What follows belongs to an exercise in optimizing a design on an open flow for small area, a short achievable clock period and few clock cycles per item; a production flow would make more cautious choices.
Power is estimated from default activity; no workload was simulated.

==> flow/design.v <==
module sscore_enc (
    input             clk,
    input             rst,         
    input             start,
    input      [47:0] in_len,
    output            idle,
    input             in_valid,
    output            in_ready,
    input       [7:0] in_data,
    output            out_valid,
    input             out_ready,
    output     [15:0] out_cp
);
    localparam [1:0] M_SCAN = 2'b00, M_ZERO = 2'b01, M_FF = 2'b10, M_PAT = 2'b11;
    reg         idle_q;      
    reg         busy;        
    reg         hdr;         
    reg  [1:0]  hidx;
    reg  [47:0] R;           
    reg  [4:0]  rb;          
    reg  [5:1]  gz;          
    reg  [3:0]  wc;          
    reg  [7:0]  w [0:8];
    reg         al;          
    reg         inrdy;
    reg         eoi;         
    reg         ovalid;
    reg  [11:0] osym;
    reg         go;          
    reg         sgo;         
    reg  [1:0]  mode;
    reg  [9:0]  cp;          
    reg         cmax;        
    reg         ph;          
    reg         ending;      
    reg         lastpair;    
    reg         sblk;        
    reg  [1:0]  se;          
    assign idle      = idle_q;
    assign in_ready  = inrdy;
    assign out_valid = ovalid;
    assign out_cp    = {4'hE, osym};
    wire can   = !ovalid || out_ready;
    wire push  = in_valid && inrdy;
    wire step  = go && can;
    wire [7:0] w0 = w[0], w1 = w[1], w2 = w[2], w3 = w[3];
    wire [7:0] w4 = w[4], w5 = w[5], w6 = w[6], w7 = w[7];
    wire z0 = (w0 == 8'h00), z1 = (w1 == 8'h00);
    wire f0 = (w0 == 8'hFF), f1 = (w1 == 8'hFF);
    wire e0 = (w0 == w2), e1 = (w1 == w3), e2 = (w2 == w4);
    wire e3 = (w3 == w5), e4 = (w4 == w6), e5 = (w5 == w7);
    wire ge2 = (wc >= 4'd2), ge4 = (wc >= 4'd4), ge5 = (wc >= 4'd5);
    wire ge6 = (wc >= 4'd6), ge8 = (wc >= 4'd8);
    wire zero4 = ge4 && z0 && z1 && e0 && e1;     
    wire ff4   = ge4 && f0 && f1 && e0 && e1;
    wire pat4  = ge8 && e0 && e1 && e2 && e3 && e4 && e5;
    wire m1    = ge4 && e0 && e1;            
    wire m2    = ge6 && e2 && e3;            
    wire m1n   = ge5 && e1 && e2;            
    wire cont  = ge2 && ((mode == M_ZERO) ? z1 : f1);
    wire [9:0] cp1 = cp + 10'd1;
    wire c1max = cmax;
    wire zfend = !cont || cmax;
    reg         demit;
    reg  [11:0] dsym;
    always @(*) begin
        demit = 1'b0;
        dsym  = {4'h0, w0};
        case (mode)
            M_SCAN: demit = !(zero4 || ff4 || pat4);
            M_PAT: begin
                if (!ph && !ending && (se != 2'd3)) begin
                    demit = !m2;
                    dsym  = {M_PAT, cp1};
                end else begin
                    demit = ending && !(ph && lastpair);
                    dsym  = {4'h0, w1};
                end
            end
            default: begin
                demit = zfend;
                dsym  = {mode, cp};
            end
        endcase
    end
    reg  [11:0] hsym, ssym;
    always @(*) begin
        case (hidx)
            2'd0: hsym = R[47:36];
            2'd1: hsym = R[35:24];
            2'd2: hsym = R[23:12];
            default: hsym = R[11:0];
        endcase
        case (se)
            2'd0: ssym = {M_PAT, cp};
            2'd1: ssym = {4'h0, w0};
            default: ssym = {4'h0, w1};
        endcase
    end
    wire        emit = can && (hdr || sgo || (go && demit));
    wire [11:0] esym = hdr ? hsym : (sgo ? ssym : dsym);
    wire sblk_step = (mode != M_PAT) ? sblk :
                     (!ph ? 1'b0 : (lastpair ? sblk : (!ending && (!m1n || c1max))));
    wire sblk_c    = sgo ? (se != 2'd2) : (go ? sblk_step : sblk);
    wire hi0     = (&gz) && (R[7:4] == 4'd0);
    wire finrdy  = busy && !hdr && hi0 && (R[3:0] == 4'd0);
    wire body_c1 = busy && !finrdy && (!hdr || (hidx == 2'd3));
    wire body_c0 = busy && !hdr;
    wire [2:0] nv [0:3];
    genvar k;
    generate
        for (k = 0; k < 4; k = k + 1) begin : g_nx
            wire       cc   = (k >= 2);
            wire       pp   = (k % 2) == 1;
            wire       st   = go && cc;
            wire       shA  = !al && (pp || eoi);
            wire       alup = shA && (wc == 4'd7);
            wire       aln  = al || alup;
            wire [3:0] wcn  = alup ? (eoi ? R[3:0] : 4'd8) :
                              (wc - {3'b000, st} + {3'b000, pp || shA});
            wire       eoin = eoi || (hi0 && (R[3:0] == wc + {3'b000, pp}));
            wire       rdyn = aln && ((wcn >= 4'd8) || (eoin && (wcn != 4'd0)));
            wire       bodn = cc ? body_c1 : body_c0;
            wire       sbn  = cc ? sblk_c : sblk;
            wire       finn = cc && finrdy;
            assign nv[k] = {bodn && rdyn && !sbn, bodn && rdyn && sbn,
                            !finn && !eoin && (wcn != 4'd9)};
        end
    endgenerate
    wire [2:0] nsel = can ? (push ? nv[3] : nv[2]) : (push ? nv[1] : nv[0]);
    wire       shA   = !al && (push || eoi);
    wire       sh    = step || shA;
    wire       al_up = shA && (wc == 4'd7);
    wire       ld7   = push && (!al || (step ? (wc == 4'd8) : (wc == 4'd7)));
    wire       ld8   = push && al && (step ? (wc == 4'd9) : (wc == 4'd8));
    wire [3:0] wc_p1 = wc + 4'd1;
    wire [3:0] wc_m1 = wc - 4'd1;
    wire [3:0] wc_a1 = (wc == 4'd7) ? (eoi ? R[3:0] : 4'd8) : wc_p1;
    wire [3:0] wc_n  = al ? (push ? (step ? wc : wc_p1) : (step ? wc_m1 : wc)) :
                            ((push || eoi) ? wc_a1 : wc);
    wire       eoi_n = eoi || (hi0 && (R[3:0] == wc + {3'b000, push}));
    integer j;
    always @(posedge clk) begin
        for (j = 0; j < 7; j = j + 1)
            if (sh) w[j] <= w[j + 1];
        if (ld7)     w[7] <= in_data;
        else if (sh) w[7] <= w[8];
        if (ld8)     w[8] <= in_data;
        if (can) osym <= esym;
        if (!busy) begin
            if (start) R <= in_len;
            for (j = 1; j < 6; j = j + 1)
                gz[j] <= (in_len[8 * j +: 8] == 8'd0);
            rb <= 5'd0;
        end else begin
            for (j = 1; j < 6; j = j + 1)
                if (rb[j - 1]) gz[j] <= (R[8 * j +: 8] == 8'd1);
            if (step) R[7:0] <= R[7:0] - 8'd1;
            for (j = 1; j < 6; j = j + 1)
                if (rb[j - 1]) R[8 * j +: 8] <= R[8 * j +: 8] - 8'd1;
            rb[0] <= step && (R[7:0] == 8'd0);
            for (j = 1; j < 5; j = j + 1)
                rb[j] <= rb[j - 1] && (R[8 * j +: 8] == 8'd0);
        end
        if (!busy)      hidx <= 2'd0;
        else if (hdr && can) hidx <= hidx + 2'd1;
        if (step) begin
            case (mode)
                M_SCAN: begin
                    cp   <= 10'd2;
                    cmax <= 1'b0;
                end
                M_PAT: begin
                    if (!ph && !ending && (se != 2'd3)) begin
                        cp   <= cp1;
                        cmax <= (cp == 10'd1022);
                    end else if (!ph && (se == 2'd3) && m1) begin
                        cp   <= 10'd1;
                        cmax <= 1'b0;
                    end
                end
                default: begin
                    cp   <= zfend ? 10'd1 : cp1;
                    cmax <= !zfend && (cp == 10'd1022);
                end
            endcase
        end
        if (rst) begin
            idle_q <= 1'b1;
            busy   <= 1'b0;
            hdr    <= 1'b0;
            wc     <= 4'd0;
            al     <= 1'b0;
            inrdy  <= 1'b0;
            ovalid <= 1'b0;
            go     <= 1'b0;
            sgo    <= 1'b0;
            mode   <= M_SCAN;
            ph     <= 1'b0;
            ending <= 1'b0;
            lastpair <= 1'b0;
            sblk   <= 1'b0;
            se     <= 2'd0;
        end else begin
            if (emit) ovalid <= 1'b1;
            else if (out_ready) ovalid <= 1'b0;
            if (!busy) begin
                wc    <= 4'd0;
                al    <= 1'b0;
                go    <= 1'b0;
                sgo   <= 1'b0;
                inrdy <= start && (in_len != 48'd0);
                eoi   <= (in_len == 48'd0);
                if (start) begin
                    idle_q <= 1'b0;
                    busy   <= 1'b1;
                    hdr    <= 1'b1;
                end
            end else begin
                wc    <= wc_n;
                al    <= al || al_up;
                eoi   <= eoi_n;
                {go, sgo, inrdy} <= nsel;
                if (can && finrdy) begin
                    idle_q <= 1'b1;
                    busy   <= 1'b0;
                end
                if (can && hidx == 2'd3) hdr <= 1'b0;
            end
            if (can) sblk <= sblk_c;
            if (sgo && can) se <= se + 2'd1;
            if (step) begin
                case (mode)
                    M_SCAN: begin
                        if (zero4)      mode <= M_ZERO;
                        else if (ff4)   mode <= M_FF;
                        else if (pat4) begin
                            mode <= M_PAT;
                            ph   <= 1'b1;
                        end
                    end
                    M_PAT: begin
                        if (!ph) begin
                            ph <= 1'b1;
                            if (ending) begin
                                lastpair <= 1'b1;
                            end else if (se == 2'd3) begin
                                se <= 2'd0;
                                if (!m1) lastpair <= 1'b1;
                            end else if (!m2) begin
                                ending <= 1'b1;
                            end
                        end else begin
                            ph <= 1'b0;
                            if (lastpair) begin
                                mode     <= M_SCAN;
                                ending   <= 1'b0;
                                lastpair <= 1'b0;
                            end
                        end
                    end
                    default: begin
                        if (!cont) mode <= M_SCAN;
                    end
                endcase
            end
        end
    end
endmodule
Settings: LEC_CHECK=0, CAP_MARGIN=20, CORE_MARGIN=2, CORE_UTILIZATION=45, SLEW_MARGIN=20; clock period 8.0 ns.
standard.sh (not shown) runs the stock make flow with config.mk's settings and CLKGATE_MAP_FILE= SYNTH_SCRIPT=/design/flow/synth_recipe.tcl, a recipe that flattens the netlist after the stock synthesis.
==> flow/flow/run.sh <==
#!/bin/bash
# Layout flow: the standard flow (standard synthesis unchanged), with the
# ports buffered by the smallest buffer and setup repair aimed 5.2 ns past the
# clock period.  make's output goes to standard.log; ORFS's own per-step logs
# stay under orfs/logs.
set -euo pipefail
bash standard.sh SETUP_SLACK_MARGIN=5.2 "BUFFER_PORTS_ARGS=-buffer_cell sky130_fd_sc_hd__buf_1" finish > standard.log 2>&1
==> next run, changes <==
--- a/flow/design.v
+++ b/flow/design.v
@@ -10,17 +10,15 @@
     output            out_valid,
     input             out_ready,
     output     [15:0] out_cp
 );
     localparam [1:0] M_SCAN = 2'b00, M_ZERO = 2'b01, M_FF = 2'b10, M_PAT = 2'b11;
-    reg         idle_q;      
-    reg         busy;        
+    reg         idle_q;
     reg         hdr;         
     reg  [1:0]  hidx;
     reg  [47:0] R;           
     reg  [4:0]  rb;          
-    reg  [5:1]  gz;          
     reg  [3:0]  wc;          
     reg  [7:0]  w [0:8];
     reg         al;          
     reg         inrdy;
     reg         eoi;         
@@ -100,14 +98,14 @@
     wire        emit = can && (hdr || sgo || (go && demit));
     wire [11:0] esym = hdr ? hsym : (sgo ? ssym : dsym);
     wire sblk_step = (mode != M_PAT) ? sblk :
                      (!ph ? 1'b0 : (lastpair ? sblk : (!ending && (!m1n || c1max))));
     wire sblk_c    = sgo ? (se != 2'd2) : (go ? sblk_step : sblk);
-    wire hi0     = (&gz) && (R[7:4] == 4'd0);
-    wire finrdy  = busy && !hdr && hi0 && (R[3:0] == 4'd0);
-    wire body_c1 = busy && !finrdy && (!hdr || (hidx == 2'd3));
-    wire body_c0 = busy && !hdr;
+    wire hi0     = (R[47:4] == 44'd0);
+    wire finrdy  = !idle_q && !hdr && hi0 && (R[3:0] == 4'd0);
+    wire body_c1 = !idle_q && !finrdy && (!hdr || (hidx == 2'd3));
+    wire body_c0 = !idle_q && !hdr;
     wire [2:0] nv [0:3];
     genvar k;
     generate
         for (k = 0; k < 4; k = k + 1) begin : g_nx
             wire       cc   = (k >= 2);
@@ -144,27 +142,23 @@
         for (j = 0; j < 7; j = j + 1)
             if (sh) w[j] <= w[j + 1];
         if (ld7)     w[7] <= in_data;
         else if (sh) w[7] <= w[8];
         if (ld8)     w[8] <= in_data;
-        if (can) osym <= esym;
-        if (!busy) begin
+        if (emit) osym <= esym;
+        if (idle_q) begin
             if (start) R <= in_len;
-            for (j = 1; j < 6; j = j + 1)
-                gz[j] <= (in_len[8 * j +: 8] == 8'd0);
             rb <= 5'd0;
         end else begin
-            for (j = 1; j < 6; j = j + 1)
-                if (rb[j - 1]) gz[j] <= (R[8 * j +: 8] == 8'd1);
             if (step) R[7:0] <= R[7:0] - 8'd1;
             for (j = 1; j < 6; j = j + 1)
                 if (rb[j - 1]) R[8 * j +: 8] <= R[8 * j +: 8] - 8'd1;
             rb[0] <= step && (R[7:0] == 8'd0);
             for (j = 1; j < 5; j = j + 1)
                 rb[j] <= rb[j - 1] && (R[8 * j +: 8] == 8'd0);
         end
-        if (!busy)      hidx <= 2'd0;
+        if (idle_q)     hidx <= 2'd0;
         else if (hdr && can) hidx <= hidx + 2'd1;
         if (step) begin
             case (mode)
                 M_SCAN: begin
                     cp   <= 10'd2;
@@ -185,11 +179,10 @@
                 end
             endcase
         end
         if (rst) begin
             idle_q <= 1'b1;
-            busy   <= 1'b0;
             hdr    <= 1'b0;
             wc     <= 4'd0;
             al     <= 1'b0;
             inrdy  <= 1'b0;
             ovalid <= 1'b0;
@@ -202,31 +195,27 @@
             sblk   <= 1'b0;
             se     <= 2'd0;
         end else begin
             if (emit) ovalid <= 1'b1;
             else if (out_ready) ovalid <= 1'b0;
-            if (!busy) begin
+            if (idle_q) begin
                 wc    <= 4'd0;
                 al    <= 1'b0;
                 go    <= 1'b0;
                 sgo   <= 1'b0;
                 inrdy <= start && (in_len != 48'd0);
                 eoi   <= (in_len == 48'd0);
                 if (start) begin
                     idle_q <= 1'b0;
-                    busy   <= 1'b1;
                     hdr    <= 1'b1;
                 end
             end else begin
                 wc    <= wc_n;
                 al    <= al || al_up;
                 eoi   <= eoi_n;
                 {go, sgo, inrdy} <= nsel;
-                if (can && finrdy) begin
-                    idle_q <= 1'b1;
-                    busy   <= 1'b0;
-                end
+                if (can && finrdy) idle_q <= 1'b1;
                 if (can && hidx == 2'd3) hdr <= 1'b0;
             end
             if (can) sblk <= sblk_c;
             if (sgo && can) se <= se + 2'd1;
             if (step) begin
=>
- power falls by a few percent
- global-route usage grows by 1.2 points
- setup slack is better by 0.0076 ns
- area after synthesis fell slightly
- first-iteration DRC count increases by roughly a tenth
- hold slack got worse by 0.010 ns
- final area fell slightly
- routed wire length goes up by a few percent
- synthesized cell count goes up slightly
- count of clock-buffer cells in the layout rises by 2
- die area went down slightly
- final cell count does not change
- critical path depth came out lower by 1
No run of this note included a check of the RTL's function; only the layout flow was run.

-- separate check: timing with driven ports --
No port has a modelled driver above. Below, the same layouts with a new extraction and two added sets of constraints.
Step 1 (the two cells are an assumption about what drives the block):
set clk [get_ports {clk}]
set_driving_cell -lib_cell sky130_fd_sc_hd__clkbuf_16 $clk
set_driving_cell -lib_cell sky130_fd_sc_hd__buf_2 [delete_from_list [all_inputs] $clk]
Step 2, shift: input delay + t, output delay - t, t = (earliest + latest rising clock arrival at the registers) / 2. This alone moves slack from input paths to output paths.
a / b / c = ideal / step 1 / step 2; a / b = the first two.
| run | t, ns | setup slack, ns | clock arrival spread, ns |
|---|---|---|---|
| the first run | 0.478 | 5.224 / 5.201 / 4.760 | 0.017 / 0.017 |
| the second run | 0.490 | 5.232 / 5.209 / 4.770 | 0.017 / 0.018 |
After both steps every run listed still meets setup and hold. The setup slack of the first run, which loses most, moves by -0.023 ns with the drivers and by -0.464 ns with both steps.
